What follows belongs to an exercise in optimizing a design on an open flow for small area, a short achievable clock period and few clock cycles per item; a production flow would make more cautious choices.
Where RTL was checked, it was by simulation tests only, not by an equivalence proof against the original.
Power and IR drop assume default switching activity.

== job 7527 ==
==> flow/design.v <==
module emrka_top (
    input  wire        clk,
    input  wire        rst_n,
    input  wire        sel,
    input  wire        wr,
    input  wire [4:0]  addr,
    input  wire [1:0]  size,
    input  wire [31:0] wdata,
    output reg  [31:0] rdata,
    output reg         err
);
    localparam [2:0] R_KEY_LO  = 3'd0,
                     R_KEY_HI  = 3'd1,
                     R_DIN_LO  = 3'd2,
                     R_DIN_HI  = 3'd3,
                     R_DOUT_LO = 3'd4,
                     R_DOUT_HI = 3'd5,
                     R_CTRL    = 3'd6,
                     R_STATUS  = 3'd7;
    reg [63:0] key_q;
    reg [63:0] din_q;
    reg [63:0] dout_q;    
    reg        dv_q;      
    reg        busy_q;
    reg        done_q;
    reg        err_cmd_q;
    reg        err_busy_q;
    reg [31:0] h_q;
    reg [31:0] l_q;       
    reg [5:0]  i_q;       
    reg [4:0]  p_q;       
    reg        mode_q;    
    wire       admit  = (size == 2'b10) && (addr[1:0] == 2'b00);
    wire [2:0] reg_ix = addr[4:2];
    wire       do_wr  = sel && admit &&  wr;
    wire wr_droppable = (reg_ix != R_DOUT_LO) && (reg_ix != R_DOUT_HI) &&
                        (reg_ix != R_STATUS);
    wire busy_drop = do_wr && busy_q && wr_droppable;
    wire wr_ok     = do_wr && !busy_q;
    wire cmd_hi0   = (wdata[31:2] == 30'd0);
    wire cmd_write = wr_ok && (reg_ix == R_CTRL);
    wire start     = cmd_write && cmd_hi0 && (wdata[1] ^ wdata[0]);
    wire cmd_bad   = cmd_write && !(cmd_hi0 && !(wdata[1] && wdata[0]));
    wire st_write  = do_wr && (reg_ix == R_STATUS);
    always @(*) begin
        rdata = 32'h0000_0000;
        err   = 1'b0;
        if (sel) begin
            if (!admit) begin
                err = 1'b1;
            end else if (!wr) begin
                case (reg_ix)
                    R_DIN_LO:  rdata = din_q[31:0];
                    R_DIN_HI:  rdata = din_q[63:32];
                    R_DOUT_LO: rdata = dv_q ? dout_q[31:0]  : 32'd0;
                    R_DOUT_HI: rdata = dv_q ? dout_q[63:32] : 32'd0;
                    R_STATUS:  rdata = {28'd0, err_busy_q, err_cmd_q, done_q, busy_q};
                    default:   rdata = 32'h0000_0000;
                endcase
            end
        end
    end
    wire [4:0]  p   = p_q;
    wire [2:0]  ri  = i_q[2:0];                   
    wire [31:0] la  = l_q + {27'd0, p};           
    wire [31:0] hn  = h_q + l_q + {27'd0, p};     
    reg  [31:0] lr;                               
    always @(*) begin
        case (ri)
            3'd0: lr = {la[30:0], la[31]};        
            3'd1: lr = {la[2:0],  la[31:3]};      
            3'd2: lr = {la[27:0], la[31:28]};     
            3'd3: lr = {la[23:0], la[31:24]};     
            3'd4: lr = {la[14:0], la[31:15]};     
            3'd5: lr = {la[19:0], la[31:20]};     
            3'd6: lr = {la[28:0], la[31:29]};     
            default: lr = {la[17:0], la[31:18]};  
        endcase
    end
    wire [31:0] xn  = lr ^ hn;                    
    wire        k_use   = busy_q ? mode_q : wdata[1];
    wire [63:0] k_eff   = k_use ? key_q : 64'd0;
    wire [63:0] t_start = din_q ^ k_eff;
    wire        fin     = i_q[5];
    wire [31:0] wd_r  = wdata & {32{rst_n}};
    wire        we_kl = !rst_n || (wr_ok && reg_ix == R_KEY_LO);
    wire        we_kh = !rst_n || (wr_ok && reg_ix == R_KEY_HI);
    wire        we_dl = !rst_n || (wr_ok && reg_ix == R_DIN_LO);
    wire        we_dh = !rst_n || (wr_ok && reg_ix == R_DIN_HI);
    wire [63:0] res   = {h_q, la} ^ k_eff;
    always @(posedge clk) begin
        if (we_kl) key_q[31:0]  <= wd_r;
        if (we_kh) key_q[63:32] <= wd_r;
        if (we_dl) din_q[31:0]  <= wd_r;
        if (we_dh) din_q[63:32] <= wd_r;
        if (busy_q && fin) dout_q <= res;
    end
    always @(posedge clk) begin
        if (!rst_n) begin
            busy_q     <= 1'b0;
            done_q     <= 1'b0;
            dv_q       <= 1'b0;
            err_cmd_q  <= 1'b0;
            err_busy_q <= 1'b0;
        end else begin
            if (busy_drop)
                err_busy_q <= 1'b1;
            if (cmd_bad)
                err_cmd_q <= 1'b1;
            if (st_write) begin
                if (wdata[1]) done_q     <= 1'b0;
                if (wdata[2]) err_cmd_q  <= 1'b0;
                if (wdata[3]) err_busy_q <= 1'b0;
            end
            if (start) begin
                busy_q <= 1'b1;
                done_q <= 1'b0;
            end
            if (busy_q && fin) begin
                dv_q   <= 1'b1;
                busy_q <= 1'b0;
                done_q <= 1'b1;
            end
        end
    end
    always @(posedge clk) begin
        if (!busy_q) begin
            h_q     <= t_start[63:32];
            l_q     <= t_start[31:0];
            i_q     <= 6'd0;
            p_q     <= 5'd0;
            mode_q  <= wdata[1];
        end else begin
            h_q     <= hn;
            l_q     <= xn;
            i_q     <= i_q + 6'd1;
            p_q     <= i_q[4:0];
        end
    end
endmodule
==> flow/config.mk <==
export PLATFORM = sky130hd
export DESIGN_NAME = emrka_top
export DESIGN_NICKNAME = emrka_top
export VERILOG_FILES = /design/flow/design.v
export SDC_FILE = /design/flow/constraint.sdc
export NUM_CORES = 4
export LEC_CHECK = 0
export ABC_CLOCK_PERIOD_IN_PS = 3000
export CAP_MARGIN = 20
export CORE_MARGIN = 2
export CORE_UTILIZATION = 40
export PLACE_DENSITY = 0.6
export SETUP_SLACK_MARGIN = 2.4
export SLEW_MARGIN = 20
==> flow/constraint.sdc <==
create_clock -name core_clock -period 5.5 [get_ports {clk}]
set_input_delay 1.1000 -clock core_clock [delete_from_list [all_inputs] [get_ports {clk}]]
set_output_delay 1.1000 -clock core_clock [all_outputs]
set_load 0.01 [all_outputs]
run.sh (not shown) runs the stock make flow with config.mk's settings and CLKGATE_MAP_FILE= SYNTH_SCRIPT=/design/flow/synth_recipe.tcl, a recipe that flattens the netlist after the stock synthesis.
Input-level comparison between job 7872 and job 7527:
==> flow/design.v <==
module emrka_top (
    input  wire        clk,
    input  wire        rst_n,
    input  wire        sel,
    input  wire        wr,
    input  wire [4:0]  addr,
    input  wire [1:0]  size,
    input  wire [31:0] wdata,
    output reg  [31:0] rdata,
    output reg         err
);
    localparam [2:0] R_KEY_LO  = 3'd0,
                     R_KEY_HI  = 3'd1,
                     R_DIN_LO  = 3'd2,
                     R_DIN_HI  = 3'd3,
                     R_DOUT_LO = 3'd4,
                     R_DOUT_HI = 3'd5,
                     R_CTRL    = 3'd6,
                     R_STATUS  = 3'd7;
    reg [63:0] key_q;
    reg [63:0] din_q;
    reg [63:0] dout_q;
    reg        busy_q;
    reg        done_q;
    reg        err_cmd_q;
    reg        err_busy_q;
    reg [31:0] h_q;
    reg [31:0] l_q;       
    reg [4:0]  j_q;       
    reg        first_q;   
    reg        mode_q;    
    wire       admit  = (size == 2'b10) && (addr[1:0] == 2'b00);
    wire [2:0] reg_ix = addr[4:2];
    wire       do_wr  = sel && admit &&  wr;
    wire wr_droppable = (reg_ix != R_DOUT_LO) && (reg_ix != R_DOUT_HI) &&
                        (reg_ix != R_STATUS);
    wire busy_drop = do_wr && busy_q && wr_droppable;
    wire wr_ok     = do_wr && !busy_q;
    wire cmd_hi0   = (wdata[31:2] == 30'd0);
    wire cmd_write = wr_ok && (reg_ix == R_CTRL);
    wire start     = cmd_write && cmd_hi0 && (wdata[1] ^ wdata[0]);
    wire cmd_bad   = cmd_write && !(cmd_hi0 && !(wdata[1] && wdata[0]));
    wire st_write  = do_wr && (reg_ix == R_STATUS);
    always @(*) begin
        rdata = 32'h0000_0000;
        err   = 1'b0;
        if (sel) begin
            if (!admit) begin
                err = 1'b1;
            end else if (!wr) begin
                case (reg_ix)
                    R_DIN_LO:  rdata = din_q[31:0];
                    R_DIN_HI:  rdata = din_q[63:32];
                    R_DOUT_LO: rdata = dout_q[31:0];
                    R_DOUT_HI: rdata = dout_q[63:32];
                    R_STATUS:  rdata = {28'd0, err_busy_q, err_cmd_q, done_q, busy_q};
                    default:   rdata = 32'h0000_0000;
                endcase
            end
        end
    end
    wire [4:0]  p   = first_q ? 5'd0 : j_q;
    wire [2:0]  ri  = j_q[2:0] + 3'd1;            
    wire [31:0] la  = l_q + {27'd0, p};           
    wire [31:0] hn  = h_q + l_q + {27'd0, p};     
    reg  [31:0] lr;                               
    always @(*) begin
        case (ri)
            3'd0: lr = {la[30:0], la[31]};        
            3'd1: lr = {la[2:0],  la[31:3]};      
            3'd2: lr = {la[27:0], la[31:28]};     
            3'd3: lr = {la[23:0], la[31:24]};     
            3'd4: lr = {la[14:0], la[31:15]};     
            3'd5: lr = {la[19:0], la[31:20]};     
            3'd6: lr = {la[28:0], la[31:29]};     
            default: lr = {la[17:0], la[31:18]};  
        endcase
    end
    wire [31:0] xn  = lr ^ hn;                    
    wire [63:0] t_start = din_q ^ (wdata[1] ? key_q : 64'd0);
    wire        fin     = !first_q && (j_q == 5'd31);
    always @(posedge clk) begin
        if (!rst_n) begin
            key_q      <= 64'd0;
            din_q      <= 64'd0;
            dout_q     <= 64'd0;
            busy_q     <= 1'b0;
            done_q     <= 1'b0;
            err_cmd_q  <= 1'b0;
            err_busy_q <= 1'b0;
        end else begin
            if (wr_ok) begin
                case (reg_ix)
                    R_KEY_LO: key_q[31:0]  <= wdata;
                    R_KEY_HI: key_q[63:32] <= wdata;
                    R_DIN_LO: din_q[31:0]  <= wdata;
                    R_DIN_HI: din_q[63:32] <= wdata;
                    default: ;
                endcase
            end
            if (busy_drop)
                err_busy_q <= 1'b1;
            if (cmd_bad)
                err_cmd_q <= 1'b1;
            if (st_write) begin
                if (wdata[1]) done_q     <= 1'b0;
                if (wdata[2]) err_cmd_q  <= 1'b0;
                if (wdata[3]) err_busy_q <= 1'b0;
            end
            if (start) begin
                busy_q <= 1'b1;
                done_q <= 1'b0;
            end
            if (busy_q && fin) begin
                dout_q <= {h_q, la} ^ (mode_q ? key_q : 64'd0);
                busy_q <= 1'b0;
                done_q <= 1'b1;
            end
        end
    end
    always @(posedge clk) begin
        if (!busy_q) begin
            h_q     <= t_start[63:32];
            l_q     <= t_start[31:0];
            j_q     <= 5'd31;
            first_q <= 1'b1;
            mode_q  <= wdata[1];
        end else begin
            h_q     <= hn;
            l_q     <= xn;
            j_q     <= j_q + 5'd1;
            first_q <= 1'b0;
        end
    end
endmodule
Notes after the runs:
Measured against each other, job 7872 and job 7527 differ in count of multi-input gates, the higher figure coming from job 7872. Arrival time at the worst endpoint, job 7872 and job 7527: larger value in job 7872. What job 7872 reported for design area has to be multiplied by 0.918 to get the figure for job 7527. Summary: register-to-register slack, job 7872 worse than job 7527. Re via count of the first global-routing pass: job 7872 and job 7527 aren't equal, and the lower value belongs to job 7527. Relative to job 7527, the final clock skew of job 7872 is higher by 0.021 ns.
Function was not checked in any run of this note: the RTL went through the layout flow alone.

* * *

== run 3 ==
Another version of the RTL of emrka_top (not shown whole).
For scale: about 1500 cells after synthesis, ~270 flip-flops, ~76 I/O pins, about 15000 µm² of cells after synthesis.
==> module emrka_top, before the edit <==
module emrka_top (
    input  wire        clk,
    input  wire        rst_n,
    input  wire        sel,
    input  wire        wr,
    input  wire [4:0]  addr,
    input  wire [1:0]  size,
    input  wire [31:0] wdata,
    output reg  [31:0] rdata,
    output reg         err
);
    localparam [2:0] R_KEY_LO  = 3'd0,
                     R_KEY_HI  = 3'd1,
                     R_DIN_LO  = 3'd2,
                     R_DIN_HI  = 3'd3,
                     R_DOUT_LO = 3'd4,
                     R_DOUT_HI = 3'd5,
                     R_CTRL    = 3'd6,
                     R_STATUS  = 3'd7;
    reg [63:0] key_q;
    reg [63:0] din_q;
    reg [63:0] dout_q;    
    reg        dv_q;      
    reg        busy_q;
    reg        done_q;
    reg        err_cmd_q;
    reg        err_busy_q;
    reg [31:0] h_q;
    reg [31:0] l_q;       
    reg [4:0]  p_q;       
    reg        f_q;       
    reg        mode_q;    
    wire       admit  = (size == 2'b10) && (addr[1:0] == 2'b00);
    wire [2:0] reg_ix = addr[4:2];
    wire       do_wr  = sel && admit &&  wr;
    wire wr_droppable = (reg_ix != R_DOUT_LO) && (reg_ix != R_DOUT_HI) &&
                        (reg_ix != R_STATUS);
    wire busy_drop = do_wr && busy_q && wr_droppable;
    wire wr_ok     = do_wr && !busy_q;
    wire cmd_hi0   = (wdata[31:2] == 30'd0);
    wire cmd_write = wr_ok && (reg_ix == R_CTRL);
    wire start     = cmd_write && cmd_hi0 && (wdata[1] ^ wdata[0]);
    wire cmd_bad   = cmd_write && !(cmd_hi0 && !(wdata[1] && wdata[0]));
    wire st_write  = do_wr && (reg_ix == R_STATUS);
    wire       rd_ok  = sel && !wr && admit;
    wire       s_dl   = (reg_ix == R_DIN_LO);
    wire       s_dh   = (reg_ix == R_DIN_HI);
    wire       s_ol   = (reg_ix == R_DOUT_LO) && dv_q;
    wire       s_oh   = (reg_ix == R_DOUT_HI) && dv_q;
    wire       s_st   = (reg_ix == R_STATUS);
    wire [31:0] rsel  = ({32{s_dl}} & din_q[31:0])
                      | ({32{s_dh}} & din_q[63:32])
                      | ({32{s_ol}} & dout_q[31:0])
                      | ({32{s_oh}} & dout_q[63:32])
                      | ({32{s_st}} & {28'd0, err_busy_q, err_cmd_q, done_q, busy_q});
    always @(*) begin
        rdata = {32{rd_ok}} & rsel;
        err   = sel && !admit;
    end
    wire [4:0]  p   = p_q;
    wire [2:0]  ri  = f_q ? 3'd0 : p_q[2:0] + 3'd1;   
    wire [31:0] la  = l_q + {27'd0, p};           
    wire [31:0] pz  = {27'd0, p};
    wire [31:0] cs  = h_q ^ l_q ^ pz;
    wire [31:0] cc  = (h_q & l_q) | (h_q & pz) | (l_q & pz);
    wire [31:0] hn;
    add2_sk u_add (.a(cs), .b({cc[30:0], 1'b0}), .s(hn));
    reg  [31:0] lr;                               
    always @(*) begin
        case (ri)
            3'd0: lr = {la[30:0], la[31]};        
            3'd1: lr = {la[2:0],  la[31:3]};      
            3'd2: lr = {la[27:0], la[31:28]};     
            3'd3: lr = {la[23:0], la[31:24]};     
            3'd4: lr = {la[14:0], la[31:15]};     
            3'd5: lr = {la[19:0], la[31:20]};     
            3'd6: lr = {la[28:0], la[31:29]};     
            default: lr = {la[17:0], la[31:18]};  
        endcase
    end
    wire [31:0] xn  = lr ^ hn;                    
    wire        k_use   = busy_q ? mode_q : wdata[1];
    wire [63:0] k_eff   = k_use ? key_q : 64'd0;
    wire [63:0] t_start = din_q ^ k_eff;
    wire        fin     = !f_q && (p_q == 5'd31);
    wire [31:0] wd_r  = wdata & {32{rst_n}};
    wire        we_kl = !rst_n || (wr_ok && reg_ix == R_KEY_LO);
    wire        we_kh = !rst_n || (wr_ok && reg_ix == R_KEY_HI);
    wire        we_dl = !rst_n || (wr_ok && reg_ix == R_DIN_LO);
    wire        we_dh = !rst_n || (wr_ok && reg_ix == R_DIN_HI);
    wire [63:0] res   = {h_q, la} ^ k_eff;
    always @(posedge clk) begin
        if (we_kl) key_q[31:0]  <= wd_r;
        if (we_kh) key_q[63:32] <= wd_r;
        if (we_dl) din_q[31:0]  <= wd_r;
        if (we_dh) din_q[63:32] <= wd_r;
        if (busy_q && fin) dout_q <= res;
    end
    always @(posedge clk) begin
        if (!rst_n) begin
            busy_q     <= 1'b0;
            done_q     <= 1'b0;
            dv_q       <= 1'b0;
            err_cmd_q  <= 1'b0;
            err_busy_q <= 1'b0;
        end else begin
            if (busy_drop)
                err_busy_q <= 1'b1;
            if (cmd_bad)
                err_cmd_q <= 1'b1;
            if (st_write) begin
                if (wdata[1]) done_q     <= 1'b0;
                if (wdata[2]) err_cmd_q  <= 1'b0;
                if (wdata[3]) err_busy_q <= 1'b0;
            end
            if (start) begin
                busy_q <= 1'b1;
                done_q <= 1'b0;
            end
            if (busy_q && fin) begin
                dv_q   <= 1'b1;
                busy_q <= 1'b0;
                done_q <= 1'b1;
            end
        end
    end
    always @(posedge clk) begin
        if (!busy_q) begin
            h_q     <= t_start[63:32];
            l_q     <= t_start[31:0];
            f_q     <= 1'b1;
            p_q     <= 5'd0;
            mode_q  <= wdata[1];
        end else begin
            h_q     <= hn;
            l_q     <= xn;
            f_q     <= 1'b0;
            p_q     <= f_q ? 5'd0 : p_q + 5'd1;
        end
    end
endmodule
clock: 5.5 ns
lec_check: 0
abc_clock_period_in_ps: 3000
cap_margin: 20
core_margin: 2
core_utilization: 50
place_density: 0.65
setup_slack_margin: 2.0
slew_margin: 20
tns_end_percent: 2
Testbench counts of run 3, summed over its fixed seeds: cycles 15,218, items 384.
Setup changes, run 3 to run 2
--- a/flow/design.v
+++ b/flow/design.v
@@ -64,21 +64,17 @@
     wire [31:0] cs  = h_q ^ l_q ^ pz;
     wire [31:0] cc  = (h_q & l_q) | (h_q & pz) | (l_q & pz);
     wire [31:0] hn;
     add2_sk u_add (.a(cs), .b({cc[30:0], 1'b0}), .s(hn));
-    reg  [31:0] lr;                               
-    always @(*) begin
-        case (ri)
-            3'd0: lr = {la[30:0], la[31]};        
-            3'd1: lr = {la[2:0],  la[31:3]};      
-            3'd2: lr = {la[27:0], la[31:28]};     
-            3'd3: lr = {la[23:0], la[31:24]};     
-            3'd4: lr = {la[14:0], la[31:15]};     
-            3'd5: lr = {la[19:0], la[31:20]};     
-            3'd6: lr = {la[28:0], la[31:29]};     
-            default: lr = {la[17:0], la[31:18]};  
-        endcase
-    end
+    wire [7:0] oh = 8'd1 << ri;
+    wire [31:0] lr  = ({32{oh[0]}} & {la[30:0], la[31]})
+                    | ({32{oh[1]}} & {la[2:0],  la[31:3]})
+                    | ({32{oh[2]}} & {la[27:0], la[31:28]})
+                    | ({32{oh[3]}} & {la[23:0], la[31:24]})
+                    | ({32{oh[4]}} & {la[14:0], la[31:15]})
+                    | ({32{oh[5]}} & {la[19:0], la[31:20]})
+                    | ({32{oh[6]}} & {la[28:0], la[31:29]})
+                    | ({32{oh[7]}} & {la[17:0], la[31:18]});
     wire [31:0] xn  = lr ^ hn;                    
     wire        k_use   = busy_q ? mode_q : wdata[1];
     wire [63:0] k_eff   = k_use ? key_q : 64'd0;
     wire [63:0] t_start = din_q ^ k_eff;
## What came out
Between run 2 and run 3, the time the worst path needs with I/O delays and setup is lower for run 2. Compared run 2 vs run 3, and number of instances in the placed design is up in run 2. Sequential fraction of design power, run 2 and run 3: smaller value in run 2. Run 2 reached the end of the flow, and the finished layout is clean on the timing, design-rule and antenna checks. Synthesized net count, run 2 and run 3: lower on run 3. Diff run 2..run 3 | sequential cell area | negligible. Non-clock buffer total of the final layout (lower): run 3. Between run 3 and run 2, synthesized cell count increased. Count of buffers added by post-CTS timing repair for setup sits higher in run 2 than in run 3. Summary — final cell count, run 2 relative to run 3: higher, by 89.
Testbench counts of run 2, summed over its fixed seeds: cycles 15,218, items 384.

## what the ideal ports hide
Ports are ideal in the flow. The routed layouts listed here were re-timed in OpenROAD. Step 1: set_driving_cell puts a clkbuf_16 on clk and a buf_2 on each other input, an assumption about the parent block. Step 2 also shifts input and output timing later by t, the mid clock arrival at the registers, as if the neighbouring blocks saw the same clock. Three values: ideal, step 1, step 2; two values: the first two.
| run | t, ns | setup slack, ns | cell pins on the clock port's net |
|---|---|---|---|
| job 7527 | 0.620 | 1.756 / 1.716 / 1.716 | 1 |
| job 7872 | 0.620 | 1.817 / 1.803 / 1.803 | 1 |
| run 3 | 0.599 | 1.848 / 1.822 / 1.581 | 1 |
| run 2 | 0.627 | 1.861 / 1.859 / 1.565 | 1 |
After both steps setup and hold are still met in every run listed. The setup slack of run 2, which loses most, moves by -0.002 ns with the drivers and by -0.296 ns with both steps.
